This is an optimization exercise on Yosys and OpenROAD, whose aim is small area, a short achievable clock period and few clock cycles per item, not a production implementation.
Where RTL was checked, it was by simulation tests only, not by an equivalence proof against the original.
No functional check of the RTL was part of runs 1 and 2.
Power and IR drop assume default switching activity.

### flow/run.sh
#!/bin/bash
# Standard layout, with timing repair aimed below the clock period.
set -euo pipefail
bash standard.sh SETUP_SLACK_MARGIN=11.5 finish > standard.log 2>&1
### standard.sh
#!/bin/bash
# synth_recipe.tcl (not shown) runs the flow's synth.tcl, then flattens the netlist and writes it again
# the make line also repeats each setting of config.mk as NAME=value (left out here)
make -C /OpenROAD-flow-scripts/flow DESIGN_CONFIG=/design/flow/config.mk WORK_HOME=/design/flow/orfs CLKGATE_MAP_FILE= SYNTH_SCRIPT=/design/flow/synth_recipe.tcl "${@:-finish}"
### config.mk
export PLATFORM = sky130hd
export DESIGN_NAME = crsf_cmd
export DESIGN_NICKNAME = crsf_cmd
export VERILOG_FILES = /design/flow/design.v
export SDC_FILE = /design/flow/constraint.sdc
export NUM_CORES = 4
export LEC_CHECK = 0
export CAP_MARGIN = 20
export CORE_MARGIN = 2
export CORE_UTILIZATION = 40
export SLEW_MARGIN = 20
### constraint.sdc
create_clock -name core_clock -period 16.0 [get_ports {clk}]
set_input_delay 3.2000 -clock core_clock [delete_from_list [all_inputs] [get_ports {clk}]]
set_output_delay 3.2000 -clock core_clock [all_outputs]
set_load 0.01 [all_outputs]
### design.v
module crsf_cmd (
    input  wire       clk,
    input  wire       rst,         
    input  wire       in_valid,
    input  wire [7:0] in_data,
    output wire       in_ready,
    output wire       out_valid,
    output wire [7:0] out_data,
    input  wire       out_ready
);
    localparam [1:0] I_OP = 2'd0, I_LH = 2'd1, I_LL = 2'd2, I_DATA = 2'd3;
    localparam [4:0] W = 5'd21;
    function automatic [7:0] crc8_step(input [7:0] r, input [7:0] d);
        integer k;
        reg [7:0] c;
        begin
            c = r ^ d;
            for (k = 0; k < 8; k = k + 1)
                c = c[7] ? ((c << 1) ^ 8'hD5) : (c << 1);
            crc8_step = c;
        end
    endfunction
    function automatic [4:0] add5(input [4:0] x, input [4:0] y);
        integer i; reg c;
        begin
            c = 1'b0;
            for (i = 0; i < 5; i = i + 1) begin
                add5[i] = x[i] ^ y[i] ^ c;
                c = (x[i] & y[i]) | (c & (x[i] ^ y[i]));
            end
        end
    endfunction
    function automatic [5:0] add6(input [5:0] x, input [5:0] y);
        integer i; reg c;
        begin
            c = 1'b0;
            for (i = 0; i < 6; i = i + 1) begin
                add6[i] = x[i] ^ y[i] ^ c;
                c = (x[i] & y[i]) | (c & (x[i] ^ y[i]));
            end
        end
    endfunction
    function automatic [11:0] add12(input [11:0] x, input [11:0] y);
        integer i; reg c;
        begin
            c = 1'b0;
            for (i = 0; i < 12; i = i + 1) begin
                add12[i] = x[i] ^ y[i] ^ c;
                c = (x[i] & y[i]) | (c & (x[i] ^ y[i]));
            end
        end
    endfunction
    function automatic [15:0] dec16(input [15:0] x);
        integer i; reg b;
        begin
            b = 1'b1;
            for (i = 0; i < 16; i = i + 1) begin
                dec16[i] = x[i] ^ b;
                b = b & ~x[i];
            end
        end
    endfunction
    function automatic [6:0] inc7(input [6:0] x);
        integer i; reg c;
        begin
            c = 1'b1;
            for (i = 0; i < 7; i = i + 1) begin
                inc7[i] = x[i] ^ c;
                c = c & x[i];
            end
        end
    endfunction
    reg  [1:0]   ip;           
    reg          c_nop, c_rst, c_sta, c_ini, c_feed, c_span,
                 c_pack, c_unp, c_u2t, c_t2u, c_ser;
    reg          f;            
    reg  [15:0]  rem;          
    reg  [6:0]   oc;           
    reg  [7:0]   crc;          
    reg  [7:0]   crcacc;       
    reg          st_fault, st_multi;
    reg  [2:0]   st_cause;
    reg  [20:0]  acc;          
    reg  [4:0]   p;            
    reg  [7:0]   hb;           
    reg  [1:0]   cv;           
    reg  [11:0]  res;          
    reg          o_v, s_v;
    reg  [7:0]   o_d, s_d;
    reg          in_rdy;
    reg          h0v, h1v;     
    reg  [7:0]   hd, h1d;
    wire c_zl   = c_nop | c_rst | c_sta | c_ini;
    wire c_crc  = c_feed | c_span;
    wire c_conv = c_u2t | c_t2u;
    wire [7:0] status = {1'b0, st_cause, 2'b00, st_multi, st_fault};
    reg  can_acc;              
    wire in_fire = in_valid & in_rdy;
    wire cons    = h0v & can_acc;
    wire pop     = o_v & out_ready;
    wire       nh0  = (rem[15:8] == 8'd0);
    wire       nl0  = nh0 && hd == 8'd0;
    reg  [2:0] hcause;
    always @(*) begin
        hcause = 3'd1;
        if (c_zl)   hcause = nl0 ? 3'd0 : 3'd2;
        if (c_crc)  hcause = 3'd0;
        if (c_pack) hcause = (nh0 && hd == 8'd32) ? 3'd0 : 3'd2;
        if (c_unp)  hcause = (!nh0 || hd >= 8'd22) ? 3'd0 : 3'd2;
        if (c_conv) hcause = (nh0 && hd == 8'd2) ? 3'd0 : 3'd2;
        if (c_ser)  hcause = (nh0 && hd < 8'd2) ? 3'd2 :
                             (!nh0 || hd > 8'd62) ? 3'd4 : 3'd0;
    end
    wire [31:0] accx = {11'd0, acc} >> p;
    wire [10:0] ext  = accx[10:0];
    wire [3:0]  lh = hd[7:4];
    wire [4:0]  sl = add5({1'b0, lh}, {1'b0, hd[3:0]});
    reg  [2:0]  sd, sj;
    always @(*) begin
        case (sl)
            5'd0,  5'd1,  5'd2,  5'd3,  5'd4:  sd = 3'd0;
            5'd5,  5'd6,  5'd7,  5'd8,  5'd9:  sd = 3'd1;
            5'd10, 5'd11, 5'd12, 5'd13, 5'd14: sd = 3'd2;
            5'd15, 5'd16, 5'd17, 5'd18, 5'd19: sd = 3'd3;
            5'd20, 5'd21, 5'd22, 5'd23, 5'd24: sd = 3'd4;
            5'd25, 5'd26, 5'd27, 5'd28, 5'd29: sd = 3'd5;
            default:                           sd = 3'd6;
        endcase
        case (sl)
            5'd0, 5'd5, 5'd10, 5'd15, 5'd20, 5'd25, 5'd30: sj = 3'd0;
            5'd1, 5'd6, 5'd11, 5'd16, 5'd21, 5'd26:        sj = 3'd1;
            5'd2, 5'd7, 5'd12, 5'd17, 5'd22, 5'd27:        sj = 3'd2;
            5'd3, 5'd8, 5'd13, 5'd18, 5'd23, 5'd28:        sj = 3'd3;
            default:                                       sj = 3'd4;
        endcase
    end
    wire [5:0]  lk = add6(add6({1'b0, lh, 1'b0}, {2'b00, lh}), {3'd0, sd});
    reg  [2:0]  ff;
    always @(*) begin
        case (hb[3:0])
            4'd4:    case (sj) 3'd0: ff = 0; 3'd1: ff = 2; 3'd2: ff = 4; 3'd3: ff = 5; default: ff = 7; endcase
            4'd5:    case (sj) 3'd0: ff = 0; 3'd1: ff = 2; 3'd2: ff = 3; 3'd3: ff = 5; default: ff = 6; endcase
            4'd6:    case (sj) 3'd0: ff = 0; 3'd1: ff = 1; 3'd2: ff = 3; 3'd3: ff = 4; default: ff = 6; endcase
            4'd7:    case (sj) 3'd0: ff = 0; 3'd1: ff = 2; 3'd2: ff = 3; 3'd3: ff = 5; default: ff = 7; endcase
            default: case (sj) 3'd0: ff = 0; 3'd1: ff = 1; 3'd2: ff = 3; 3'd3: ff = 5; default: ff = 6; endcase
        endcase
    end
    wire        u_lo = hb[7] | (hb[6:0] < 7'd3) | (hb[6:0] == 7'd3 && !hd[7] && hd[6:4] != 3'b111);
    wire        u_hi = !hb[7] & ((hb[6:0] > 7'd8) | (hb[6:0] == 7'd8 && (hd[7] || hd[6:4] == 3'b111)));
    reg  [2:0]  t_g;
    always @(*) begin
        case (hd[2:0])
            3'd0:    t_g = 3'd0;
            3'd1:    t_g = 3'd1;
            3'd2:    t_g = 3'd1;
            3'd3:    t_g = 3'd2;
            3'd4:    t_g = 3'd3;
            3'd5:    t_g = 3'd3;
            3'd6:    t_g = 3'd4;
            default: t_g = 3'd4;
        endcase
    end
    wire [11:0] cv_s1 = c_u2t ? {1'b0, u_hi, u_lo, lk, ff}
                              : {t_g, 1'b0, hb[2:0], hd[7:3]};
    reg  [11:0] qh;
    always @(*) begin
        case (hb[3:0])
            4'd3:    qh = 12'hF4D;   
            4'd4:    qh = 12'd230;
            4'd5:    qh = 12'd640;
            4'd6:    qh = 12'd1050;
            4'd7:    qh = 12'd1459;
            default: qh = 12'd1869;
        endcase
    end
    wire [11:0] s2a = c_u2t ? qh : {2'd0, res[7:0], 2'd0};
    wire [11:0] s2b = {3'd0, res[8:0]};
    wire [11:0] s2c = c_u2t ? 12'd0 : {9'b001101110, res[11:9]};
    wire [11:0] s2x = s2a ^ s2b ^ s2c;
    wire [11:0] s2y = {(s2a[10:0] & s2b[10:0]) | (s2a[10:0] & s2c[10:0]) | (s2b[10:0] & s2c[10:0]), 1'b0};
    wire [11:0] s2s = add12(s2x, s2y);
    wire [11:0] cv_s2 = !c_u2t ? s2s :
                        res[9] ? 12'd0 : res[10] ? 12'd2047 : {1'b0, s2s[10:0]};
    reg        rp;         
    reg  [7:0] rb;         
    reg        fin;        
    reg        p_pop8;     
    reg        p_pop11;    
    reg  [7:0] rlen;
    wire [5:0] nl2 = add6({1'b0, hb[6:1]}, 6'd1);    
    always @(*) begin
        rlen = 8'd0;
        if (c_sta | c_crc) rlen = 8'd1;
        if (c_pack)        rlen = 8'd22;
        if (c_unp)         rlen = 8'd32;
        if (c_conv)        rlen = 8'd2;
        if (c_ser)         rlen = {1'b0, nl2, hb[0]};
        if (f)             rlen = 8'd0;
    end
    wire oc_ge5 = (oc >= 7'd5);
    always @(*) begin
        rp = 1'b0; rb = 8'h00; fin = 1'b0;
        p_pop8 = 1'b0; p_pop11 = 1'b0;
        if (oc == 7'd2 || oc == 7'd3) begin
            rp = 1'b1;
        end else if (oc == 7'd4) begin
            rp  = 1'b1;
            rb  = rlen;
            fin = f | c_nop | c_rst | c_ini;
        end else if (oc_ge5) begin
            if (c_sta) begin
                rp = 1'b1; rb = status; fin = 1'b1;
            end
            if (c_crc && ip != I_DATA) begin
                rp = 1'b1; rb = crc; fin = 1'b1;
            end
            if (c_pack && p <= 5'd13) begin
                rp = 1'b1; rb = ext[7:0]; p_pop8 = 1'b1;
                fin = (oc == 7'd26);
            end
            if (c_unp) begin
                if (oc[0]) begin
                    if (p <= 5'd10) begin
                        rp = 1'b1; rb = {5'd0, ext[10:8]};
                    end
                end else begin
                    rp = 1'b1; rb = ext[7:0]; p_pop11 = 1'b1;
                    fin = (oc == 7'd36);
                end
            end
            if (c_conv) begin
                if (oc == 7'd5) begin
                    if (cv == 2'd2) begin
                        rp = 1'b1; rb = {4'd0, res[11:8]};
                    end
                end else begin
                    rp = 1'b1; rb = res[7:0]; fin = 1'b1;
                end
            end
            if (c_ser) begin
                if (oc == 7'd6) begin
                    rp = 1'b1; rb = hb;
                end else if (oc != 7'd5 && ip != I_DATA) begin
                    rp = 1'b1; rb = crc; fin = 1'b1;
                end
            end
        end
    end
    always @(*) begin
        can_acc = 1'b1;
        case (ip)
            I_OP: can_acc = (oc == 7'd0) && !s_v;
            I_LH: can_acc = 1'b1;
            I_LL: can_acc = !s_v;
            default: if (!f) begin
                if (c_pack) can_acc = !rem[0] || (p >= 5'd11) ||
                                      (p >= 5'd3 && oc_ge5 && p <= 5'd13 && !s_v);
                if (c_unp)  can_acc = (oc == 7'd0) || (p >= 5'd8) ||
                                      (oc_ge5 && !oc[0] && !s_v);
                if (c_t2u)  can_acc = rem[0] || (oc == 7'd1 && !s_v);
                if (c_ser)  can_acc = (oc == 7'd5 || oc >= 7'd7) && !s_v;
            end
        endcase
    end
    wire rpush = rp & !s_v;
    reg  [1:0]   ip_n;
    reg          f_n;
    reg  [15:0]  rem_n;
    reg  [6:0]   oc_n;
    reg  [7:0]   crc_n, crcacc_n;
    reg          st_fault_n, st_multi_n;
    reg  [2:0]   st_cause_n;
    reg  [20:0]  acc_n;
    reg  [4:0]   p_n;
    reg  [7:0]   hb_n;
    reg  [1:0]   cv_n;
    reg  [11:0]  res_n;
    reg          ipush;        
    reg  [7:0]   ib;
    reg          flt;          
    reg  [2:0]   flt_c;
    reg  [10:0]  pw;
    always @(*) begin
        ip_n = ip; f_n = f; rem_n = rem; oc_n = oc;
        crc_n = crc; crcacc_n = crcacc;
        st_fault_n = st_fault; st_multi_n = st_multi; st_cause_n = st_cause;
        acc_n = acc; p_n = p; hb_n = hb; cv_n = cv; res_n = res;
        ipush = 1'b0; ib = hd; flt = 1'b0; flt_c = 3'd0;
        pw = hb[7] ? 11'd0 : (|hb[6:3]) ? 11'd2047 : {hb[2:0], hd};
        if (cv == 2'd1) begin
            cv_n  = 2'd2;
            res_n = cv_s2;
        end
        if (rpush) begin
            oc_n = fin ? 7'd0 : inc7(oc);
            if (p_pop8)  p_n = p + 5'd8;
            if (p_pop11) p_n = p + 5'd11;
            if (fin && c_feed) crcacc_n = crc;
        end
        if (cons) begin
            case (ip)
                I_OP: begin
                    f_n   = 1'b0;
                    cv_n  = 2'd0;
                    p_n   = W;
                    ipush = 1'b1;
                    oc_n  = 7'd1;
                    ip_n  = I_LH;
                end
                I_LH: begin
                    rem_n[15:8] = hd;
                    ip_n = I_LL;
                end
                I_LL: begin
                    rem_n[7:0] = hd;
                    hb_n = hd;
                    ip_n = nl0 ? I_OP : I_DATA;
                    crc_n = c_feed ? crcacc : 8'h00;
                    if (hcause != 3'd0) begin
                        f_n = 1'b1; flt = 1'b1; flt_c = hcause;
                        ipush = 1'b1; ib = {5'd0, hcause};
                        oc_n = 7'd2;
                    end else if (!c_t2u) begin
                        ipush = 1'b1; ib = 8'h00;
                        oc_n = 7'd2;
                        if (c_rst) begin
                            crcacc_n = 8'h00;
                            st_fault_n = 1'b0; st_multi_n = 1'b0; st_cause_n = 3'd0;
                        end
                        if (c_ini) crcacc_n = 8'h00;
                    end
                end
                default: begin  
                    rem_n = dec16(rem);
                    if (rem == 16'd1) ip_n = I_OP;
                    if (!f) begin
                        if (c_crc) crc_n = crc8_step(crc, hd);
                        if (c_ser) begin
                            ipush = 1'b1;
                            oc_n  = inc7(oc);
                            if (oc != 7'd5) crc_n = crc8_step(crc, hd);
                        end
                        if (c_pack) begin
                            if (!rem[0]) hb_n = hd;
                            else begin
                                acc_n = {pw, acc[20:11]};
                                p_n   = p_n - 5'd11;
                            end
                        end
                        if (c_unp) begin
                            acc_n = {hd, acc[20:8]};
                            p_n   = p_n - 5'd8;
                        end
                        if (c_conv) begin
                            if (!rem[0]) begin
                                hb_n = hd;
                                if (c_t2u) begin
                                    ipush = 1'b1;
                                    oc_n  = 7'd2;
                                    if (|hd[7:3]) begin
                                        f_n = 1'b1; flt = 1'b1; flt_c = 3'd3;
                                        ib  = 8'h03;
                                    end else
                                        ib  = 8'h00;
                                end
                            end else begin
                                res_n = cv_s1;
                                cv_n  = 2'd1;
                            end
                        end
                    end
                end
            endcase
        end
        if (flt) begin
            if (!st_fault) begin
                st_fault_n = 1'b1;
                st_cause_n = flt_c;
            end else
                st_multi_n = 1'b1;
        end
    end
    wire       push = rpush | ipush;
    wire [7:0] pb   = ipush ? ib : rb;
    always @(posedge clk) begin
        if (rst) begin
            ip <= I_OP; f <= 1'b0; rem <= 16'd0;
            oc <= 7'd0; crc <= 8'h00; crcacc <= 8'h00;
            st_fault <= 1'b0; st_multi <= 1'b0; st_cause <= 3'd0;
            p <= W; cv <= 2'd0;
            o_v <= 1'b0; s_v <= 1'b0;
            in_rdy <= 1'b1;
            h0v <= 1'b0; h1v <= 1'b0;
        end else begin
            ip <= ip_n; f <= f_n; rem <= rem_n;
            oc <= oc_n; crc <= crc_n; crcacc <= crcacc_n;
            st_fault <= st_fault_n; st_multi <= st_multi_n; st_cause <= st_cause_n;
            p <= p_n; cv <= cv_n;
            if (!h0v || cons) begin
                h0v <= h1v | in_fire;
                h1v <= 1'b0;
                in_rdy <= 1'b1;
            end else if (in_fire) begin
                h1v <= 1'b1;
                in_rdy <= 1'b0;
            end
            if (!o_v || pop) begin
                if (s_v) begin
                    o_v <= 1'b1; o_d <= s_d;
                    s_v <= push;
                    if (push) s_d <= pb;
                end else begin
                    o_v <= push;
                    if (push) o_d <= pb;
                end
            end else if (push) begin
                s_v <= 1'b1; s_d <= pb;
            end
        end
    end
    always @(posedge clk) begin
        if (cons && ip == I_OP) begin
            c_nop  <= (hd == 8'h00);
            c_rst  <= (hd == 8'h01);
            c_sta  <= (hd == 8'h02);
            c_ini  <= (hd == 8'h10);
            c_feed <= (hd == 8'h11);
            c_span <= (hd == 8'h12);
            c_pack <= (hd == 8'h20);
            c_unp  <= (hd == 8'h21);
            c_u2t  <= (hd == 8'h22);
            c_t2u  <= (hd == 8'h23);
            c_ser  <= (hd == 8'h40);
        end
    end
    always @(posedge clk) begin
        acc <= acc_n; hb <= hb_n; res <= res_n;
        if (!h0v || cons) hd <= h1v ? h1d : in_data;
        if (in_fire) h1d <= in_data;
    end
    assign in_ready  = in_rdy;
    assign out_valid = o_v;
    assign out_data  = o_d;
endmodule
==> results of run 1 <==
-- state kept, by name, indices dropped and copies added, names as in the netlist, 2 cells and up --
name	count
hb	8
crcacc	8
h1d	8
res	12
oc	7
hd	8
o_d	8
s_d	8
p	5
st_cause	3
crc	8
cv	2
rem	16
ip	2
acc	21
-- synth_stat cells, types with 9 or more instances --
| cell | number | area, sq um |
|---|---|---|
| a21oi_1 | 92 | 460 |
| edfxtp_1 | 72 | 2160 |
| nand4_1 | 16 | 100 |
| o211ai_1 | 12 | 90.1 |
| buf_2 | 10 | 50.1 |
| xnor2_1 | 26 | 228 |
| o21ai_0 | 70 | 350 |
| nor3_1 | 44 | 220 |
| nand2_1 | 111 | 417 |
| o31ai_1 | 13 | 97.6 |
| nand2b_1 | 17 | 106 |
| inv_1 | 70 | 263 |
| a31oi_1 | 19 | 119 |
| or3_1 | 11 | 68.8 |
| buf_1 | 12 | 45.0 |
| fa_1 | 19 | 380 |
| ha_1 | 65 | 813 |
| mux2i_1 | 41 | 410 |
| dfxtp_1 | 71 | 1420 |
| clkbuf_1 | 72 | 270 |
| mux2_2 | 33 | 372 |
| or2_2 | 9 | 56.3 |
| nand3_1 | 20 | 100 |
| o22ai_1 | 21 | 131 |
| and3_1 | 10 | 62.6 |
| nor2_1 | 128 | 480 |
| xor2_1 | 9 | 78.8 |
| a211oi_1 | 30 | 225 |
| nor2b_1 | 15 | 93.8 |
| mux4_2 | 21 | 473 |
-- logic make-up after synthesis --
| logic type | Yosys count | share of synthesized area |
|---|---|---|
| simple gates | 425 | 0.178 |
| compound gates | 359 | 0.208 |
| buf+inv | 169 | 0.0578 |
| flops | 143 | 0.311 |
| mux | 96 | 0.110 |
| fa+ha+maj | 85 | 0.104 |
| xor+xnor | 37 | 0.0305 |
-- power breakdown --
| group | switching (mW) | total [mW] | internal [mW] | leakage [nW] |
|---|---|---|---|---|
| combinational | 0.367 | 0.647 | 0.280 | 3.30 |
| clock | 0.191 | 0.416 | 0.225 | 0.299 |
| sequential | 0.0402 | 0.455 | 0.415 | 1.26 |
| total | 0.598 | 1.52 | 0.920 | 4.86 |
-- through the flow --
step | util | total power, mW | instances | setup slack [ns]
after global placement | 0.419 | 1.05 | 1635 | 10.94
after global routing | 0.457 | 1.61 | 1709 | 11.10
after CTS | 0.449 | 1.49 | 1691 | 11.38
final | 0.457 | 1.52 | 1709 | 11.32
after detailed placement | 0.419 | 1.06 | 1635 | 10.89
after floorplan | - | 0.915 | 1314 | 11.36
-- final timing paths --
check | from | endpoint | slack, ns | depth (start not counted)
worst max register to register | c_u2t$_DFFE_PP_ | res[9]$_DFF_P_ | 11.32 | 22
worst min-delay path | in_rdy$_SDFFE_PP1P_ | in_rdy$_SDFFE_PP1P_ | 0.48 | 2
worst max-delay path | c_u2t$_DFFE_PP_ | res[9]$_DFF_P_ | 11.32 | 22
worst min register to register | in_rdy$_SDFFE_PP1P_ | in_rdy$_SDFFE_PP1P_ | 0.48 | 2
-- cell type report --
cell class | instances | area, sq um | share of cell area
multi-input combinational | 1002 | 7390 | 0.567
sequential | 143 | 3580 | 0.275
timing repair buffer | 76 | 703 | 0.0540
tap | 384 | 480 | 0.0369
clock buffer | 17 | 425 | 0.0326
inverter | 72 | 274 | 0.0210
clock inverter | 15 | 175 | 0.0134
-- tightest hold or removal path, cell delays in order, from the launching register on --
cell and delay, ns:
dfxtp_1 0.32, inv_1 0.05, o21ai_0 0.06
-- routing by layer --
metal | up-vias | GRT usage | routed length [microns]
met5 | - | 0 | 0
met4 | 0 | 0.104 | 1320
met3 | 69 | 0.0406 | 2290
met2 | 409 | 0.358 | 16000
met1 | 4976 | 0.329 | 16000
li1 | 4833 | - | -
-- placed cells by master, fill, tap and decap left out, types with 20 or more instances in the layout --
master / Yosys / routed
edfxtp_1: 72 / 72
buf_4: 1 / 49
nand2_1: 111 / 109
a211oi_1: 30 / 29
mux2i_1: 41 / 41
mux4_2: 21 / 21
xnor2_1: 26 / 26
dfxtp_1: 71 / 71
nor2_1: 128 / 125
ha_1: 65 / 63
a21oi_1: 92 / 90
mux2_2: 33 / 33
o22ai_1: 21 / 20
inv_1: 70 / 63
nor3_1: 44 / 42
o21ai_0: 70 / 69
-- timing repair --
item	4_1_cts	5_1_grt
setup endpoints to repair	20	35
setup buffers	22	18
gates cloned	2	0
resized for setup	20	21
endpoints found under the hold margin	0	0
pin swaps	2	7
==> flow_summary.ini, run 1 <==
[clocking]
clk_pin_slew_ns = 0.07
h-tree-depth = 4
cts-root-buf = clkbuf_16
clk_latency_ns = 0.45
clock_sinks = 143
cts_buffers = 17
cts_hold_buf = 0
cts_tree = done
clk_path_buf_depth = 2

[timing]
timing_max_transition_violations_final = 0
relSlewSlack = 0.296
worstMarginPinSlew_ns = 1.05
setup_viol = 0
timing_hold_violations_final = 0
clock_skew_ns = 0.0152
fin_crit_sh = 0.293
fmax_mhz = 214
fin_tns_setup_ns = 0
holdWs_ns = 0.478
fin_crit_ns = 4.68
grt_setup_unrepaired = yes

[synthesis]
synthArstFlopShare = 0
syn_avg_cell_area_sq_um = 8.77
syn-num-nets = 1410
synth_edf_count = 72
synthCells = 1314
synth-seq-cells = 143
yosys_warnings = 1
syn_area_sq_um = 11500
synthFlopType = edfxtp_1
yosysSeqAreaShare = 0.311
ys_types = 88

[worst_setup_path]
worst-setup-path-type = reg -> reg
crit_fanout = 7
critPathLaunchType = register
slowest_stage = fa_1
cpPeakStageDelay_ns = 0.45
cp_data_arrival_time_ns = 5.00
crit_family = adder cells
crit_chain = buf_12 -> clkinvlp_4 -> nand2_2 -> fa_1 -> inv_1 -> ha_2 -> inv_2 -> fa_2 -> fa_2 -> fa_2 -> inv_2 -> fa_2 -> fa_2 -> inv_2 -> fa_2 -> fa_2 -> inv_2 -> fa_2 -> nor2_1 -> nor2_1 -> o211ai_1 -> o21ai_0
required_ns = 16.32
cp.buffers_inverters = 7
crit_top_cell = fa_2
end_kind = register

[final_layout]
nNetsFinal = 1408
antenna_cells = 0
drive_above_1_share = 0.156
nFillCells = 2821
fin_area_sq_um = 13000
area_growth_syn_to_layout_pct = 13.1

[place]
port_buffers = 21
place_hpwl_mm = 24.8
dpl_cell_area_sq_um = 12000
gp_congestion = 0.963

[routing]
ant_nets = 0
post-route-drc-count = 0
vias = 10300
vias_per_cell = 6.02
post_drt_wl_per_cell_microns = 20.8
drtPass1Iterations = 5
first_iter_violations = 1194
drt-total-wl_mm = 35.6

[flow_run]
max-cap-violations = 0

[min_path]
min_path_type = reg -> reg

[global_routing]
track_usage = 0.236
grt_max_degree = 56
antenna_found_initial = 0
grt_pass1_wl_mm = 55.6
grt_pass1_vias = 9701
overflow = 0

[die]
chipHeight_microns = 174
start_util = 0.404
die_area_sq_um = 30200
core_area_sq_um = 28500
die_x_microns = 174
rows = 62
io_pins = 22

[pwr]
p_per_area_nw_per_um2 = 117
leakage_nw = 4.86
peakVddDrop_uv = 107

[status]
outcome = finished clean
==> inputs of run 2 (changes only) <==
==> flow/run.sh (replaced) <==
#!/bin/bash
# Standard layout, with timing repair aimed below the clock period and
# plain buffers on the ports.
set -euo pipefail
bash standard.sh SETUP_SLACK_MARGIN=12.5 "BUFFER_PORTS_ARGS=-buffer_cell sky130_fd_sc_hd__buf_4" finish > standard.log 2>&1
==> run 2 against run 1 <==
  * Clock power increased by 5%
  * Synthesized cell count did not move
  * First-iteration DRC count is 3.9% lower
  * Clock-buffer cell count is 7 higher
  * Via count rose by 3.1%
  * Highest routed layer unchanged
  * Sequential power barely moved
  * Largest power group unchanged
  * Area after synthesis did not move
  * Total power is 7.5% higher
  * Core utilization is 3.3 points higher
  * Non-clock buffer count increased by 28
  * Sequential share of layout area down 1.7 points
==> flow_summary.ini, run 2 <==
[synthesis]
ys_types = 88
synthCells = 1314
synth_edf_count = 72
syn_avg_cell_area_sq_um = 8.77
synth_top_area_frac = 0.188
ys_top_cells_by_area = edfxtp_1, dfxtp_1, ha_1
synthArstFlopShare = 0
yosys.area.top_type = edfxtp_1
netlist_top_cells_count = nor2_1, nand2_1, a21oi_1, clkbuf_1, edfxtp_1
synth-seq-cells = 143
yosys_warnings = 1
syn-num-nets = 1410
synthFlopType = edfxtp_1
syn_area_sq_um = 11500
yosysSeqAreaShare = 0.311
yosysMostFrequentCell = nor2_1

[die]
die_area_sq_um = 30200
io_pins = 22
core_area_sq_um = 28500
die_x_microns = 174
start_util = 0.404
chipHeight_microns = 174
rows = 62

[global_routing]
grt_pass1_wl_mm = 58.0
grt_use_met1 = 0.335
grt_use_met3 = 0.0423
grt_pass1_vias = 10200
track_usage = 0.246
grtUsageMet2 = 0.397
busiest_layer = met2
antenna_found_initial = 0
grt_max_degree = 42
overflow = 0

[worst_setup_path]
endpoint = res[9]$_DFF_P_
slowest_stage = fa_1
crit_fanout = 7
worstSetupStartpoint = c_u2t$_DFFE_PP_
r2r_end = res[9]$_DFF_P_
crit_top_cell = fa_2
reg2reg_depth = 22
worst-setup-path-type = reg -> reg
cp_data_arrival_time_ns = 4.99
r2r_slack_ns = 11.34
end_kind = register
crit_chain = buf_12 -> clkinvlp_4 -> nand2_1 -> fa_1 -> inv_1 -> ha_2 -> inv_2 -> fa_2 -> fa_2 -> fa_2 -> inv_2 -> fa_2 -> fa_2 -> inv_2 -> fa_2 -> fa_2 -> inv_2 -> fa_2 -> nor2_1 -> nor2_1 -> o211ai_1 -> o21ai_1
worst_r2r_startpoint = c_u2t$_DFFE_PP_
cpPeakStageDelay_ns = 0.44
critPathLaunchType = register
required_ns = 16.33

[routing]
first_iter_violations = 1148
drtPass1Iterations = 5
post_drt_wl_per_cell_microns = 21.3
vias_per_cell = 6.10
vias = 10600
ant_nets = 0
drt-total-wl_mm = 37.1
post-route-drc-count = 0

[clocking]
cts_tree = done
clk_pin_slew_ns = 0.07
clk_latency_ns = 0.45
cts_buffers = 17
cts-root-buf = clkbuf_16
h-tree-depth = 4
clk_path_buf_depth = 2
clock_sinks = 143
cts_hold_buf = 0

[place]
dp_cells = 1634
port_buffers = 21
place_hpwl_mm = 24.5
gp_congestion = 0.957

[timing]
fmax_mhz = 215
fin_crit_ns = 4.66
grt_setup_unrepaired = yes
relSlewSlack = 0.426
setup_viol = 0
clock_skew_ns = 0.0142
fin_crit_sh = 0.291
fin_tns_setup_ns = 0
worstMarginPinSlew_ns = 0.860
timing_max_transition_violations_final = 0
timing_hold_violations_final = 0

[final_layout]
nNetsFinal = 1439
drive_above_1_share = 0.258
antenna_cells = 0
layout_common_cells = nor2_1, nand2_1, buf_4
largest_reg_flops = 21
layout_commonest_cell = nor2_1
regMostFlops = acc
area_growth_syn_to_layout_pct = 21.4
largestRegisters = acc x21, rem x16, res x12
fin_cells = 1740
fin_util = 0.490

[flow_run]
max-cap-violations = 0

[pwr]
p_per_area_nw_per_um2 = 117
leakage_nw = 5.09
peakVddDrop_uv = 65.0

[status]
outcome = finished clean

[min_path]
min_path_type = reg -> reg
==> run 2: per-stage QoR <==
| step | total power [mW] | hold slack [ns] | cell area (sq um) | setup slack (ns) |
|---|---|---|---|---|
| floorplan | 0.945 | 0.453 | 12000 | 11.41 |
| global placement | 1.07 | 0.446 | 12100 | 11.09 |
| detailed placement | 1.08 | 0.450 | 12100 | 11.01 |
| CTS | 1.57 | 0.490 | 13600 | 11.37 |
| global route | 1.73 | 0.518 | 14000 | 11.16 |
| finish | 1.63 | 0.495 | 14000 | 11.34 |
==> run 2: how the worst min path moves through the flow <==
stage	cells past startpoint	to	from
2_1_floorplan	2	res[11]$_DFF_P_	res[11]$_DFF_P_
3_5_place_dp	2	in_rdy$_SDFFE_PP1P_	in_rdy$_SDFFE_PP1P_
6_report	2	st_cause[2]$_SDFF_PP0_	st_cause[2]$_SDFF_PP0_
3_3_place_gp	2	in_rdy$_SDFFE_PP1P_	in_rdy$_SDFFE_PP1P_
4_1_cts	2	st_cause[2]$_SDFF_PP0_	st_cause[2]$_SDFF_PP0_
5_1_grt	2	st_cause[2]$_SDFF_PP0_	st_cause[2]$_SDFF_PP0_
==> run 2: area by class of cell <==
| class | instances | area (sq um) |
|---|---|---|
| clock inverters | 8 | 72.6 |
| multi-input cells | 1004 | 7900 |
| repair buffers | 104 | 1050 |
| repair inverters | 1 | 7.51 |
| flip-flops and latches | 143 | 3600 |
| clock buffers | 24 | 568 |
| inverters | 72 | 297 |
| fillers | 2736 | 14600 |
| well taps | 384 | 480 |
==> run 2: cells by family (layout without fill, tap and decap cells) <==
| family | after synthesis | after routing | synth area share |
|---|---|---|---|
| AOI/OAI and AO/OA | 359 | 360 | 0.208 |
| xor gates and xnor gates | 37 | 37 | 0.0305 |
| adders and majority gates | 85 | 85 | 0.104 |
| buffers and inverters | 169 | 209 | 0.0578 |
| DFF | 143 | 143 | 0.311 |
| muxes | 96 | 96 | 0.110 |
| and+or+nand+nor | 425 | 426 | 0.178 |
==> run 2: power breakdown <==
| part | switching, mW | internal [mW] |
|---|---|---|
| Sequential | 0.0376 | 0.416 |
| Combinational | 0.413 | 0.331 |
| Clock | 0.181 | 0.254 |
==> run 2: metal layers <==
| layer | up-vias | wire length, microns | part of all wire |
|---|---|---|---|
| met2 | 453 | 17200 | 0.46 |
| li1 | 4896 | - | - |
| met5 | - | 0 | 0 |
| met1 | 5183 | 16100 | 0.44 |
| met4 | 0 | 1100 | 0.030 |
| met3 | 74 | 2660 | 0.072 |
==> run 2: worst max-delay path: cells and delay by family (launching register included) <==
kind / cells / cell delay (ns)
buffers and inverters: 7 / 0.53
AND/OR/NAND/NOR: 3 / 0.22
AO/OA/AOI/OAI: 2 / 0.25
adder cells (fa/ha/maj): 10 / 3.11
flip-flops: 1 / 0.43
==> run 2: timing repair <==
item | CTS | global route
setup endpoints to repair | 141 | 96
gates resized for setup | 63 | 54
cloned | 7 | 0
buffers inserted | 50 | 17
pin swaps | 20 | 21
==> inputs of run 3 (changes only) <==
--- a/design.v
+++ b/design.v
@@ -89,6 +89,9 @@
     reg  [7:0]   o_d, s_d;
     reg          in_rdy;
     reg          h0v, h1v;     
+    reg  [7:0]   opq;          
+    reg          sw;           
+    reg          hq;           
     reg  [7:0]   hd, h1d;
     wire c_zl   = c_nop | c_rst | c_sta | c_ini;
     wire c_crc  = c_feed | c_span;
@@ -98,18 +101,19 @@
     wire in_fire = in_valid & in_rdy;
     wire cons    = h0v & can_acc;
     wire pop     = o_v & out_ready;
+    wire [7:0] lo   = hq ? rem[7:0] : hd;    
     wire       nh0  = (rem[15:8] == 8'd0);
-    wire       nl0  = nh0 && hd == 8'd0;
+    wire       nl0  = nh0 && lo == 8'd0;
     reg  [2:0] hcause;
     always @(*) begin
         hcause = 3'd1;
         if (c_zl)   hcause = nl0 ? 3'd0 : 3'd2;
         if (c_crc)  hcause = 3'd0;
-        if (c_pack) hcause = (nh0 && hd == 8'd32) ? 3'd0 : 3'd2;
-        if (c_unp)  hcause = (!nh0 || hd >= 8'd22) ? 3'd0 : 3'd2;
-        if (c_conv) hcause = (nh0 && hd == 8'd2) ? 3'd0 : 3'd2;
-        if (c_ser)  hcause = (nh0 && hd < 8'd2) ? 3'd2 :
-                             (!nh0 || hd > 8'd62) ? 3'd4 : 3'd0;
+        if (c_pack) hcause = (nh0 && lo == 8'd32) ? 3'd0 : 3'd2;
+        if (c_unp)  hcause = (!nh0 || lo >= 8'd22) ? 3'd0 : 3'd2;
+        if (c_conv) hcause = (nh0 && lo == 8'd2) ? 3'd0 : 3'd2;
+        if (c_ser)  hcause = (nh0 && lo < 8'd2) ? 3'd2 :
+                             (!nh0 || lo > 8'd62) ? 3'd4 : 3'd0;
     end
     wire [31:0] accx = {11'd0, acc} >> p;
     wire [10:0] ext  = accx[10:0];
@@ -178,7 +182,7 @@
     wire [11:0] s2c = c_u2t ? 12'd0 : {9'b001101110, res[11:9]};
     wire [11:0] s2x = s2a ^ s2b ^ s2c;
     wire [11:0] s2y = {(s2a[10:0] & s2b[10:0]) | (s2a[10:0] & s2c[10:0]) | (s2b[10:0] & s2c[10:0]), 1'b0};
-    wire [11:0] s2s = add12(s2x, s2y);
+    wire [11:0] s2s = s2x + s2y;
     wire [11:0] cv_s2 = !c_u2t ? s2s :
                         res[9] ? 12'd0 : res[10] ? 12'd2047 : {1'b0, s2s[10:0]};
     reg        rp;         
@@ -249,9 +253,9 @@
     always @(*) begin
         can_acc = 1'b1;
         case (ip)
-            I_OP: can_acc = (oc == 7'd0) && !s_v;
+            I_OP: can_acc = 1'b1;
             I_LH: can_acc = 1'b1;
-            I_LL: can_acc = !s_v;
+            I_LL: can_acc = !hq && (!sw || !s_v);
             default: if (!f) begin
                 if (c_pack) can_acc = !rem[0] || (p >= 5'd11) ||
                                       (p >= 5'd3 && oc_ge5 && p <= 5'd13 && !s_v);
@@ -263,6 +267,8 @@
         endcase
     end
     wire rpush = rp & !s_v;
+    wire do_sw = !sw && (ip == I_LH || ip == I_LL) && oc == 7'd0 && !s_v;
+    wire do_ll = sw && ip == I_LL && (hq ? !s_v : cons);
     reg  [1:0]   ip_n;
     reg          f_n;
     reg  [15:0]  rem_n;
@@ -297,23 +303,17 @@
             if (p_pop11) p_n = p + 5'd11;
             if (fin && c_feed) crcacc_n = crc;
         end
-        if (cons) begin
-            case (ip)
-                I_OP: begin
-                    f_n   = 1'b0;
-                    cv_n  = 2'd0;
-                    p_n   = W;
-                    ipush = 1'b1;
-                    oc_n  = 7'd1;
-                    ip_n  = I_LH;
-                end
-                I_LH: begin
-                    rem_n[15:8] = hd;
-                    ip_n = I_LL;
-                end
-                I_LL: begin
-                    rem_n[7:0] = hd;
-                    hb_n = hd;
+        if (do_sw) begin
+            f_n   = 1'b0;
+            cv_n  = 2'd0;
+            p_n   = W;
+            ipush = 1'b1;
+            ib    = opq;
+            oc_n  = 7'd1;
+        end
+        if (do_ll) begin
+                    rem_n[7:0] = lo;
+                    hb_n = lo;
                     ip_n = nl0 ? I_OP : I_DATA;
                     crc_n = c_feed ? crcacc : 8'h00;
                     if (hcause != 3'd0) begin
@@ -329,9 +329,21 @@
                         end
                         if (c_ini) crcacc_n = 8'h00;
                     end
+        end
+        if (cons) begin
+            case (ip)
+                I_OP: begin
+                    ip_n  = I_LH;
+                end
+                I_LH: begin
+                    rem_n[15:8] = hd;
+                    ip_n = I_LL;
+                end
+                I_LL: begin
+                    rem_n[7:0] = hd;
                 end
                 default: begin  
-                    rem_n = dec16(rem);
+                    rem_n = rem - 16'd1;
                     if (rem == 16'd1) ip_n = I_OP;
                     if (!f) begin
                         if (c_crc) crc_n = crc8_step(crc, hd);
@@ -391,7 +403,12 @@
             o_v <= 1'b0; s_v <= 1'b0;
             in_rdy <= 1'b1;
             h0v <= 1'b0; h1v <= 1'b0;
+            sw <= 1'b1; hq <= 1'b0;
         end else begin
+            if (cons && ip == I_OP) sw <= 1'b0;
+            else if (do_sw) sw <= 1'b1;
+            if (do_ll) hq <= 1'b0;
+            else if (cons && ip == I_LL) hq <= 1'b1;
             ip <= ip_n; f <= f_n; rem <= rem_n;
             oc <= oc_n; crc <= crc_n; crcacc <= crcacc_n;
             st_fault <= st_fault_n; st_multi <= st_multi_n; st_cause <= st_cause_n;
@@ -404,39 +421,35 @@
                 h1v <= 1'b1;
                 in_rdy <= 1'b0;
             end
-            if (!o_v || pop) begin
-                if (s_v) begin
-                    o_v <= 1'b1; o_d <= s_d;
-                    s_v <= push;
-                    if (push) s_d <= pb;
-                end else begin
-                    o_v <= push;
-                    if (push) o_d <= pb;
-                end
-            end else if (push) begin
-                s_v <= 1'b1; s_d <= pb;
-            end
+            if (!o_v || out_ready) begin
+                o_v <= s_v | push;
+                s_v <= s_v & push;
+            end else if (push)
+                s_v <= 1'b1;
         end
     end
     always @(posedge clk) begin
-        if (cons && ip == I_OP) begin
-            c_nop  <= (hd == 8'h00);
-            c_rst  <= (hd == 8'h01);
-            c_sta  <= (hd == 8'h02);
-            c_ini  <= (hd == 8'h10);
-            c_feed <= (hd == 8'h11);
-            c_span <= (hd == 8'h12);
-            c_pack <= (hd == 8'h20);
-            c_unp  <= (hd == 8'h21);
-            c_u2t  <= (hd == 8'h22);
-            c_t2u  <= (hd == 8'h23);
-            c_ser  <= (hd == 8'h40);
+        if (cons && ip == I_OP) opq <= hd;
+        if (do_sw) begin
+            c_nop  <= (opq == 8'h00);
+            c_rst  <= (opq == 8'h01);
+            c_sta  <= (opq == 8'h02);
+            c_ini  <= (opq == 8'h10);
+            c_feed <= (opq == 8'h11);
+            c_span <= (opq == 8'h12);
+            c_pack <= (opq == 8'h20);
+            c_unp  <= (opq == 8'h21);
+            c_u2t  <= (opq == 8'h22);
+            c_t2u  <= (opq == 8'h23);
+            c_ser  <= (opq == 8'h40);
         end
     end
     always @(posedge clk) begin
         acc <= acc_n; hb <= hb_n; res <= res_n;
         if (!h0v || cons) hd <= h1v ? h1d : in_data;
-        if (in_fire) h1d <= in_data;
+        if (!h1v) h1d <= in_data;
+        if (!o_v || out_ready) o_d <= s_v ? s_d : pb;
+        if (!s_v) s_d <= pb;
     end
     assign in_ready  = in_rdy;
     assign out_valid = o_v;
==> flow/run.sh (replaced) <==
#!/bin/bash
# Standard layout, with timing repair aimed below the clock period and
# plain buffers on the ports.
set -euo pipefail
bash standard.sh SETUP_SLACK_MARGIN=12 "BUFFER_PORTS_ARGS=-buffer_cell sky130_fd_sc_hd__buf_4" finish > standard.log 2>&1
==> run 3 against run 2 <==
  * Total power shrank 27%
  * Largest cell class unchanged
  * Critical path type is now reg -> out
  * Fmax up 11%
  * Core utilization fell by 4.2 points
  * Synthesized cell count increased by 0.91%
  * Sequential cell count up 10
  * Critical path depth down 21
  * Routed wire length fell by 0.66%
  * Largest power group is now sequential cells
  * Clock power shrank 4.8%
==> flow_summary.ini, run 3 <==
[global_routing]
grt_pass1_vias = 9957
overflow = 0
grt_max_degree = 46
track_usage = 0.243
grt_pass1_wl_mm = 58.2
antenna_found_initial = 0

[final_layout]
fin_util = 0.448
area_growth_syn_to_layout_pct = 10.9
nNetsFinal = 1395
multi_input_area_sq_um = 7430
nFillCells = 2777
layout_commonest_cell = nor2_1
drive_above_1_share = 0.147
largestRegisters = acc x21, rem x16, res x12
largest_reg_flops = 21
antenna_cells = 0
regMostFlops = acc
layout_common_cells = nor2_1, nand2_1, a21oi_1
regArea_sq_um = 3630

[synthesis]
syn-num-nets = 1403
synth_edf_count = 56
synthArstFlopShare = 0
yosys.area.top_type = dfxtp_1
synthFlopType = dfxtp_1
syn_area_sq_um = 11600
ys_top_cells_by_area = dfxtp_1, edfxtp_1, ha_1
netlist_top_cells_count = nor2_1, nand2_1, dfxtp_1, a21oi_1, o21ai_0
ys_types = 94
synthCells = 1326
yosysSeqAreaShare = 0.313
syn_avg_cell_area_sq_um = 8.73
yosysMostFrequentCell = nor2_1
synth-seq-cells = 153
yosys_warnings = 1
synth_top_area_frac = 0.168

[worst_setup_path]
crit_fanout = 1
end_kind = output pin
critPathLaunchType = register
crit_family = flip-flops
worst-setup-path-type = reg -> out
cp.buffers_inverters = 1
cp_data_arrival_time_ns = 0.99
crit_chain = buf_6
slowest_stage = edfxtp_1
cpPeakStageDelay_ns = 0.40
required_ns = 12.80

[timing]
fin_crit_ns = 4.19
fin_tns_setup_ns = 0
worstMarginPinSlew_ns = 1.18
grt_setup_unrepaired = yes
timing_hold_violations_final = 0
relSlewSlack = 0.213
setup_viol = 0
timing_max_transition_violations_final = 0
clock_skew_ns = 0.0154
fmax_mhz = 239
fin_crit_sh = 0.262

[clocking]
clk_pin_slew_ns = 0.08
cts-root-buf = clkbuf_16
clk_path_buf_depth = 2
clock_sinks = 153
cts_buffers = 17
cts_hold_buf = 0
cts_tree = done
h-tree-depth = 4
clk_latency_ns = 0.45

[pwr]
p_per_area_nw_per_um2 = 92.8
leakage_nw = 4.72
peakVddDrop_uv = 63.3

[routing]
ant_nets = 0
drtPass1Iterations = 10
drt-total-wl_mm = 36.8
first_iter_violations = 1151
vias = 10600
post-route-drc-count = 0
post_drt_wl_per_cell_microns = 21.5
vias_per_cell = 6.20

[die]
start_util = 0.404
chipHeight_microns = 174
rows = 62
core_area_sq_um = 28600
io_pins = 22
die_area_sq_um = 30300
die_x_microns = 174

[flow_run]
max-cap-violations = 0

[place]
port_buffers = 21
place_hpwl_mm = 26.4
gp_congestion = 0.911

[status]
outcome = finished clean

[min_path]
min_path_type = reg -> reg
run 3: repair_timing:
action | 4_1_cts | 5_1_grt
gates resized for setup | 19 | 18
setup endpoints to repair | 91 | 40
cloned | 1 | 0
setup buffers | 7 | 16
pin swaps | 2 | 7
run 3: area by class of cell:
type                    count  area share
clock inverters            15      0.0137
clock buffers              17      0.0332
flip-flops and latches    153       0.283
multi-input cells        1032       0.579
well taps                 384      0.0374
inverters                  58      0.0173
repair buffers             56      0.0361
run 3: path summary, 6_finish.rpt:
path	from	to	slack [ns]	cells past startpoint
setup / recovery	o_d[7]$_DFFE_PN_	out_data[7]	11.81	1
hold / removal	s_d[4]$_DFF_P_	s_d[4]$_DFF_P_	0.47	2
setup reg to reg	hd[0]$_DFFE_PP_	res[7]$_DFF_P_	12.09	15
hold reg to reg	s_d[4]$_DFF_P_	s_d[4]$_DFF_P_	0.47	2
run 3: routing by layer:
layer,GRT usage,vias up,part of all wire
met5,0,-,0
met4,0.100,0,0.036
met3,0.0435,83,0.084
met2,0.373,527,0.45
met1,0.337,5086,0.43
li1,-,4931,-
run 3: worst reg2reg max path, cell delays in order, from the launching register on:
cell      delay (ns)
edfxtp_1        0.40
ha_2            0.21
fa_2            0.36
fa_2            0.37
inv_1           0.09
fa_2            0.49
buf_4           0.16
buf_4           0.15
o21ai_1         0.22
fa_2            0.26
fa_2            0.18
inv_1           0.04
ha_1            0.20
fa_1            0.42
mux2i_1         0.14
a21oi_1         0.08
run 3: stage by stage:
step                power [mW]  setup WS (ns)  hold slack, ns  instance area, sq um  cells
global placement         0.753          11.33           0.454                 11900   1658
CTS                       1.17          11.79           0.471                 12700   1699
floorplan                0.679          12.01           0.435                 11600   1326
finish                    1.19          11.81           0.466                 12800   1715
detailed placement       0.755          11.28           0.459                 11900   1659
global route              1.25          11.76           0.499                 12800   1715
run 3: where the power goes:
part           total (mW)  internal (mW)  leakage, nW  switching [mW]
logic               0.299          0.126         3.07           0.173
registers           0.478          0.430         1.36          0.0480
clock network       0.414          0.211        0.291           0.203
total                1.19          0.767         4.72           0.423
run 3: kinds of logic after synthesis:
logic type / Yosys count / synth area share
DFF: 153 / 0.313
AOI/OAI and AO/OA: 380 / 0.226
adders and majority gates: 66 / 0.0789
muxes: 82 / 0.100
buffers and inverters: 142 / 0.0514
xor gates and xnor gates: 50 / 0.0378
and+or+nand+nor: 453 / 0.193
Testbench counts of run 3, summed over its fixed seeds: cycles 109,743, cmds 4,800.
==> inputs of run 4 (changes only) <==
==> flow/run.sh (replaced) <==
#!/bin/bash
# Standard layout, with timing repair aimed below the clock period and
# plain buffers on the ports.
set -euo pipefail
bash standard.sh SETUP_SLACK_MARGIN=11.8 "BUFFER_PORTS_ARGS=-buffer_cell sky130_fd_sc_hd__buf_4" finish > standard.log 2>&1
--- a/config.mk
+++ b/config.mk
@@ -5,6 +5,7 @@
 export SDC_FILE = /design/flow/constraint.sdc
 export NUM_CORES = 4
 export LEC_CHECK = 0
+export ABC_AREA = 1
 export CAP_MARGIN = 20
 export CORE_MARGIN = 2
 export CORE_UTILIZATION = 40
==> run 4 against run 3 <==
  * Routed wire length up 7.3%
  * Clock skew up 0.0012 ns
  * Sequential power up about 10%
  * Largest cell class unchanged
==> flow_summary.ini, run 4 <==
[final_layout]
largest_reg_flops = 21
fin_area_sq_um = 13000
area_growth_syn_to_layout_pct = 9.71
layout_commonest_cell = nand2_1
drive_above_1_share = 0.0743
regMostFlops = acc
layout_common_cells = nand2_1, inv_1, nor2_1
nNetsFinal = 1854
largestRegisters = acc x21, rem x16, res x12

[timing]
grt_setup_unrepaired = yes
clock_skew_ns = 0.0165
worstMarginPinSlew_ns = 0.906
setup_viol = 0
fin_crit_ns = 4.22
fin_tns_setup_ns = 0
relSlewSlack = 0.391
fmax_mhz = 237
timing_max_transition_violations_final = 0
timing_hold_violations_final = 0
fin_crit_sh = 0.264

[pwr]
seq_power_share = 0.286
leakage_nw = 5.87
clockPowerShare = 0.216
p_comb_frac = 0.498
finalPower_mw = 1.85
p_per_area_nw_per_um2 = 142
peakVddDrop_uv = 64.1
p_switching_mw = 0.855
p_int_mw = 0.994
switching_share = 0.463

[global_routing]
track_usage = 0.256
grt_pass1_wl_mm = 62.1
grt_max_degree = 49
grt_pass1_vias = 11100
overflow = 0
antenna_found_initial = 1

[die]
io_pins = 22
core_area_sq_um = 29400
chipHeight_microns = 176
die_area_sq_um = 31000
die_x_microns = 176
start_util = 0.403
rows = 63

[place]
place_hpwl_mm = 29.7
port_buffers = 21
gp_congestion = 0.999
dpl_cell_area_sq_um = 12300

[routing]
vias = 12100
drt-total-wl_mm = 39.5
drtPass1Iterations = 6
first_iter_violations = 1375
post-route-drc-count = 0
ant_nets = 0
vias_per_cell = 5.53
post_drt_wl_per_cell_microns = 18.1

[worst_setup_path]
r2r_end = res[7]$_DFF_P_
worst-setup-path-type = reg -> reg
end_kind = register
cp_data_arrival_time_ns = 4.52
critPathLaunchType = register
worstSetupStartpoint = hd[4]$_DFFE_PP_
reg2reg_depth = 19
r2r_slack_ns = 11.78
worst_r2r_startpoint = hd[4]$_DFFE_PP_
required_ns = 16.30
crit_fanout = 8

[synthesis]
syn_avg_cell_area_sq_um = 6.67
yosysSeqAreaShare = 0.305
synth-seq-cells = 153
synth_edf_count = 56
synth_top_area_frac = 0.164
yosys.area.top_type = dfxtp_1
syn-num-nets = 1856
syn_area_sq_um = 11900
ys_types = 50
synthCells = 1779
synthFlopType = dfxtp_1
ys_top_cells_by_area = dfxtp_1, edfxtp_1, nand2_1
yosys_warnings = 1
synthArstFlopShare = 0
netlist_top_cells_count = nand2_1, inv_1, nor2_1, o21ai_0, nand3_1
yosysMostFrequentCell = nand2_1

[clocking]
clk_pin_slew_ns = 0.07
clk_latency_ns = 0.44
cts-root-buf = clkbuf_16
cts_buffers = 17
clock_sinks = 153
cts_tree = done
clk_path_buf_depth = 2
h-tree-depth = 4

[flow_run]
max-cap-violations = 0

[status]
outcome = finished clean

[min_path]
whs_path_depth = 2
min_path_type = reg -> reg
hold_end = s_d[6]$_DFF_P_
hp-start = s_d[6]$_DFF_P_
[run 4: cell count changes after synthesis, moves of 22 or more]
cell	change
o211ai_1	+23
o21ai_1	+22
o22ai_1	+22
nand2b_1	-23
nand3_1	+66
inv_1	+160
nand2_1	+331
nor2_1	+39
mux2i_1	-28
o21ai_0	+99
mux4_2	-25
[run 4: power by group through the flow]
stage	logic, mW	clock network, mW	registers, mW
final	0.922	0.399	0.528
after global routing	1.05	0.417	0.533
after CTS	0.895	0.404	0.526
after detailed placement	0.883	0	0.538
after global placement	0.879	0	0.538
after floorplan	0.686	0	0.505
[run 4: through the flow]
step,utilization,std cells,hold WS (ns),worst slack [ns]
2_1_floorplan,-,1779,0.418,11.81
3_3_place_gp,0.417,2128,0.437,11.13
3_5_place_dp,0.417,2128,0.437,11.07
4_1_cts,0.438,2168,0.455,11.62
5_1_grt,0.443,2180,0.473,11.55
6_report,0.443,2181,0.452,11.78
[run 4: layer usage]
| layer | part of all wire | global-route usage |
|---|---|---|
| met1 | 0.45 | 0.347 |
| met2 | 0.45 | 0.412 |
| met3 | 0.067 | 0.0383 |
| met4 | 0.032 | 0.0981 |
| met5 | 0 | 0 |
[run 4: timing repair]
item | 4_1_cts | 5_1_grt
setup buffers | 7 | 11
resized for setup | 1 | 10
hold buffers | 0 | 0
gates cloned | 1 | 1
endpoints found under the hold margin | 0 | 0
endpoints found under the setup margin | 23 | 20
pin swaps | 0 | 1
[run 4: cells by family after synthesis]
| kind of cell | after synthesis | synth area share |
|---|---|---|
| buf+inv | 292 | 0.0969 |
| xor+xnor | 46 | 0.0376 |
| flops | 153 | 0.305 |
| fa+ha+maj | 65 | 0.0762 |
| simple gates | 809 | 0.286 |
| mux | 15 | 0.0135 |
| compound gates | 399 | 0.184 |
[run 4: final cells by class]
cell class	instances	area (sq um)
clock inverters	15	140
multi-input cells	1334	7130
repair inverters	2	12.5
well taps	390	488
diodes	1	2.50
flip-flops and latches	153	3620
repair buffers	45	338
clock buffers	17	425
fillers	3109	16400
inverters	224	853
[run 4: worst max-delay path by stage]
| stage | to | slack, ns | depth (start not counted) |
|---|---|---|---|
| after floorplan | res[7]$_DFF_P_ | 11.81 | 20 |
| final | res[7]$_DFF_P_ | 11.78 | 19 |
| after global placement | crcacc[3]$_SDFF_PP0_ | 11.13 | 4 |
| after CTS | res[7]$_DFF_P_ | 11.62 | 19 |
| after global routing | res[7]$_DFF_P_ | 11.55 | 20 |
| after detailed placement | crcacc[3]$_SDFF_PP0_ | 11.07 | 4 |
[run 4: critical path: stages (launching register included)]
cell and delay [ns]:
edfxtp_1 0.41, ha_2 0.21, fa_2 0.33, fa_2 0.32
inv_1 0.08, fa_2 0.51, inv_2 0.12, nand3_2 0.10
a21oi_2 0.16, ha_2 0.17, inv_1 0.04, fa_2 0.33
fa_1 0.38, inv_1 0.07, ha_1 0.15, fa_1 0.40
nand2_1 0.07, o21ai_0 0.08, nor2_1 0.10, a31oi_1 0.05
==> inputs of run 5 (changes only) <==
==> flow/run.sh (replaced) <==
#!/bin/bash
# Standard layout, with timing repair aimed below the clock period.
set -euo pipefail
bash standard.sh SETUP_SLACK_MARGIN=12 finish > standard.log 2>&1
--- a/config.mk
+++ b/config.mk
@@ -5,7 +5,6 @@
 export SDC_FILE = /design/flow/constraint.sdc
 export NUM_CORES = 4
 export LEC_CHECK = 0
-export ABC_AREA = 1
 export CAP_MARGIN = 20
 export CORE_MARGIN = 2
 export CORE_UTILIZATION = 40
==> run 5 against run 4 <==
  * Worst hold slack better by 0.020 ns
  * Via count down 12%
  * Routed wire length decreased by 11%
  * Core utilization increased by 0.84 points
  * Global-route usage is 2.4 points lower
  * Area after synthesis decreased by 2.4%
  * First-iteration DRC count down 12%
  * Die area down 2.4%
  * Clock skew fell by 0.0027 ns
  * Clock power is 3% higher
  * Register-to-register slack improved by 0.16 ns
  * Critical path type is now reg -> out
  * Largest cell class unchanged
  * Highest routed layer is now met5
==> flow_summary.ini, run 5 <==
[synthesis]
synth_edf_count = 56
ys_top_cells_by_area = dfxtp_1, edfxtp_1, ha_1
ys_types = 94
syn_area_sq_um = 11600
synthFlopType = dfxtp_1
synthAdderAreaFrac = 0.0789
synth_top_family_by_area = compound AO/OA/AOI/OAI gates
synth_simple_gate_area_frac = 0.193
yosys_warnings = 1
yosys.area.top_type = dfxtp_1
yosysSeqAreaShare = 0.313
synthArstFlopShare = 0
netlist_top_cells_count = nor2_1, nand2_1, dfxtp_1, a21oi_1, o21ai_0
synth_xor_area_frac = 0.0378
syn-num-nets = 1403
synthCells = 1326
syn_avg_cell_area_sq_um = 8.73
synth_top_area_frac = 0.168
yosysMostFrequentCell = nor2_1
synth_compound_area_frac = 0.226
muxShareOfSynthArea = 0.100
synth-seq-cells = 153

[clocking]
h-tree-depth = 4
cts_buffers = 17
clock_sinks = 153
clk_path_buf_depth = 2
cts_hold_buf = 0
cts_tree = done
clk_pin_slew_ns = 0.07
clk_latency_ns = 0.44
cts-root-buf = clkbuf_16

[worst_setup_path]
end_kind = output pin
slowest_stage = edfxtp_1
crit_fanout = 1
required_ns = 12.80
cp.buffers_inverters = 1
critPathLaunchType = register
cp_data_arrival_time_ns = 0.97
crit_family = flip-flops
cpPeakStageDelay_ns = 0.38
crit_chain = buf_2
worst-setup-path-type = reg -> out

[final_layout]
multi_input_area_sq_um = 7480
regMostFlops = acc
nFillCells = 2780
fin_area_sq_um = 12900
drive_above_1_share = 0.152
antenna_cells = 0
layout_common_cells = nor2_1, nand2_1, a21oi_1, dfxtp_1, o21ai_0
layout_commonest_cell = nor2_1
area_growth_syn_to_layout_pct = 11.6
largestRegisters = acc x21, rem x16, res x12
largest_reg_flops = 21
regArea_sq_um = 3630
nNetsFinal = 1402

[die]
die_x_microns = 174
rows = 62
start_util = 0.404
chipHeight_microns = 174
die_area_sq_um = 30300
io_pins = 22
core_area_sq_um = 28600

[pwr]
peakVddDrop_uv = 67.1
p_per_area_nw_per_um2 = 92.0
leakage_nw = 4.71

[routing]
ant_nets = 0
vias = 10600
first_iter_violations = 1206
post_drt_wl_per_cell_microns = 20.4
post-route-drc-count = 0
drtPass1Iterations = 5
vias_per_cell = 6.14
drt-total-wl_mm = 35.2

[timing]
grt_setup_unrepaired = yes
fmax_mhz = 240
timing_max_transition_violations_final = 0
timing.final.ws_setup_ns = 11.83
clock_skew_ns = 0.0138
timing_hold_violations_final = 0
setup_viol = 0
relSlewSlack = 0.433
fin_crit_sh = 0.261
fin_crit_ns = 4.17
fin_tns_setup_ns = 0
worstMarginPinSlew_ns = 0.848

[min_path]
min_path_type = reg -> reg

[status]
outcome = finished clean

[global_routing]
antenna_found_initial = 2
track_usage = 0.232
grt_pass1_vias = 9958
grt_max_degree = 46
overflow = 0
grt_pass1_wl_mm = 56.0

[place]
dpl_cell_area_sq_um = 12000
port_buffers = 21
gp_congestion = 0.948
dp_worst_setup_slack_ns = 11.24
place_hpwl_mm = 25.0

[flow_run]
max-cap-violations = 0
run 5: cell types whose count changed after synthesis, moves of 22 or more:
cell,previous run,this run
mux2i_1,7,35
nand3_1,118,52
o21ai_0,174,75
o211ai_1,27,4
nand2_1,438,107
nor2_1,178,139
nand2b_1,0,23
o22ai_1,27,5
mux4_2,0,25
o21ai_1,28,6
inv_1,215,55
run 5: layout make-up:
cell class	instances	area share
multi-input cells	1031	0.579
well taps	384	0.0372
inverters	58	0.0177
clock buffers	17	0.0330
repair buffers	64	0.0391
flip-flops and latches	153	0.281
clock inverters	15	0.0124
run 5: final timing paths:
check        slack, ns             start              to  cells after the start
max              11.83  o_d[7]$_DFFE_PN_     out_data[7]                      1
min               0.47    s_d[1]$_DFF_P_  s_d[1]$_DFF_P_                      2
max reg2reg      11.94   hd[0]$_DFFE_PP_  res[7]$_DFF_P_                     15
min reg2reg       0.47    s_d[1]$_DFF_P_  s_d[1]$_DFF_P_                      2
run 5: routing by layer:
metal	track usage	vias up	share of wire
li1	-	4947	-
met1	0.331	5113	0.45
met2	0.361	449	0.45
met3	0.0337	66	0.071
met4	0.0784	4	0.024
met5	0	-	0.00071
run 5: kinds of logic after synthesis:
| kind of cell | after synthesis |
|---|---|
| XOR/XNOR | 50 |
| AO/OA/AOI/OAI | 380 |
| buffers and inverters | 142 |
| adder cells (fa/ha/maj) | 66 |
| multiplexers | 82 |
| flip-flops | 153 |
| AND/OR/NAND/NOR | 453 |
run 5: power by group:
group	internal [mW]	switching, mW	total [mW]
Combinational	0.133	0.169	0.302
Sequential	0.430	0.0443	0.475
Clock	0.221	0.190	0.411
run 5: timing repair:
action | 4_1_cts | 5_1_grt
resized for setup | 63 | 24
gates cloned | 0 | 0
pin swaps | 1 | 6
endpoints found under the setup margin | 111 | 98
buffers inserted | 8 | 22
run 5: per-stage QoR:
stage	total power [mW]	hold slack, ns	util	cells
floorplan	0.679	0.435	-	1326
global placement	0.745	0.456	0.419	1660
detailed placement	0.751	0.460	0.419	1660
CTS	1.16	0.476	0.442	1700
global route	1.24	0.485	0.451	1722
finish	1.19	0.472	0.451	1722
run 5: worst reg2reg max path, stage by stage (launching register included):
cell and delay (ns):
edfxtp_1 0.44, ha_2 0.23, fa_2 0.39, fa_2 0.37, inv_1 0.07, fa_2 0.50, o21ai_1 0.18, ha_2 0.18
inv_1 0.05, fa_2 0.33, fa_2 0.33, inv_1 0.06, ha_1 0.15, fa_1 0.41, mux2i_1 0.14, a21oi_1 0.07

[separate check: timing with driven ports]
In the flow no input, the clock included, has a driving cell. The finished layouts below were timed again as built, in two steps.
Step 1, drivers: a clkbuf_16 drives clk and a buf_2 each remaining input, both assumed.
Step 2 adds t to the input delays and takes it off the output delays; t is the mean of the earliest and latest rising clock arrival at the registers after step 1. Input paths then give back, and output paths get back, about the clock's delay inside the block.
a / b / c = ideal ports / drivers / drivers and shift; a / b = the first two.
run | t, ns | setup WS [ns] | hold WS [ns]
run 1 | 0.487 | 11.317 / 11.317 / 11.178 | 0.478 / 0.478 / 0.478
run 2 | 0.491 | 11.339 / 11.339 / 11.339 | 0.495 / 0.495 / 0.495
run 3 | 0.489 | 11.810 / 11.762 / 11.648 | 0.466 / 0.466 / 0.466
run 4 | 0.478 | 11.779 / 11.779 / 11.543 | 0.452 / 0.452 / 0.452
run 5 | 0.486 | 11.827 / 11.778 / 11.625 | 0.472 / 0.472 / 0.472
After both steps every run listed still meets setup and hold. The setup slack of run 4, which loses most, moves by 0.000 ns with the drivers and by -0.236 ns with both steps.
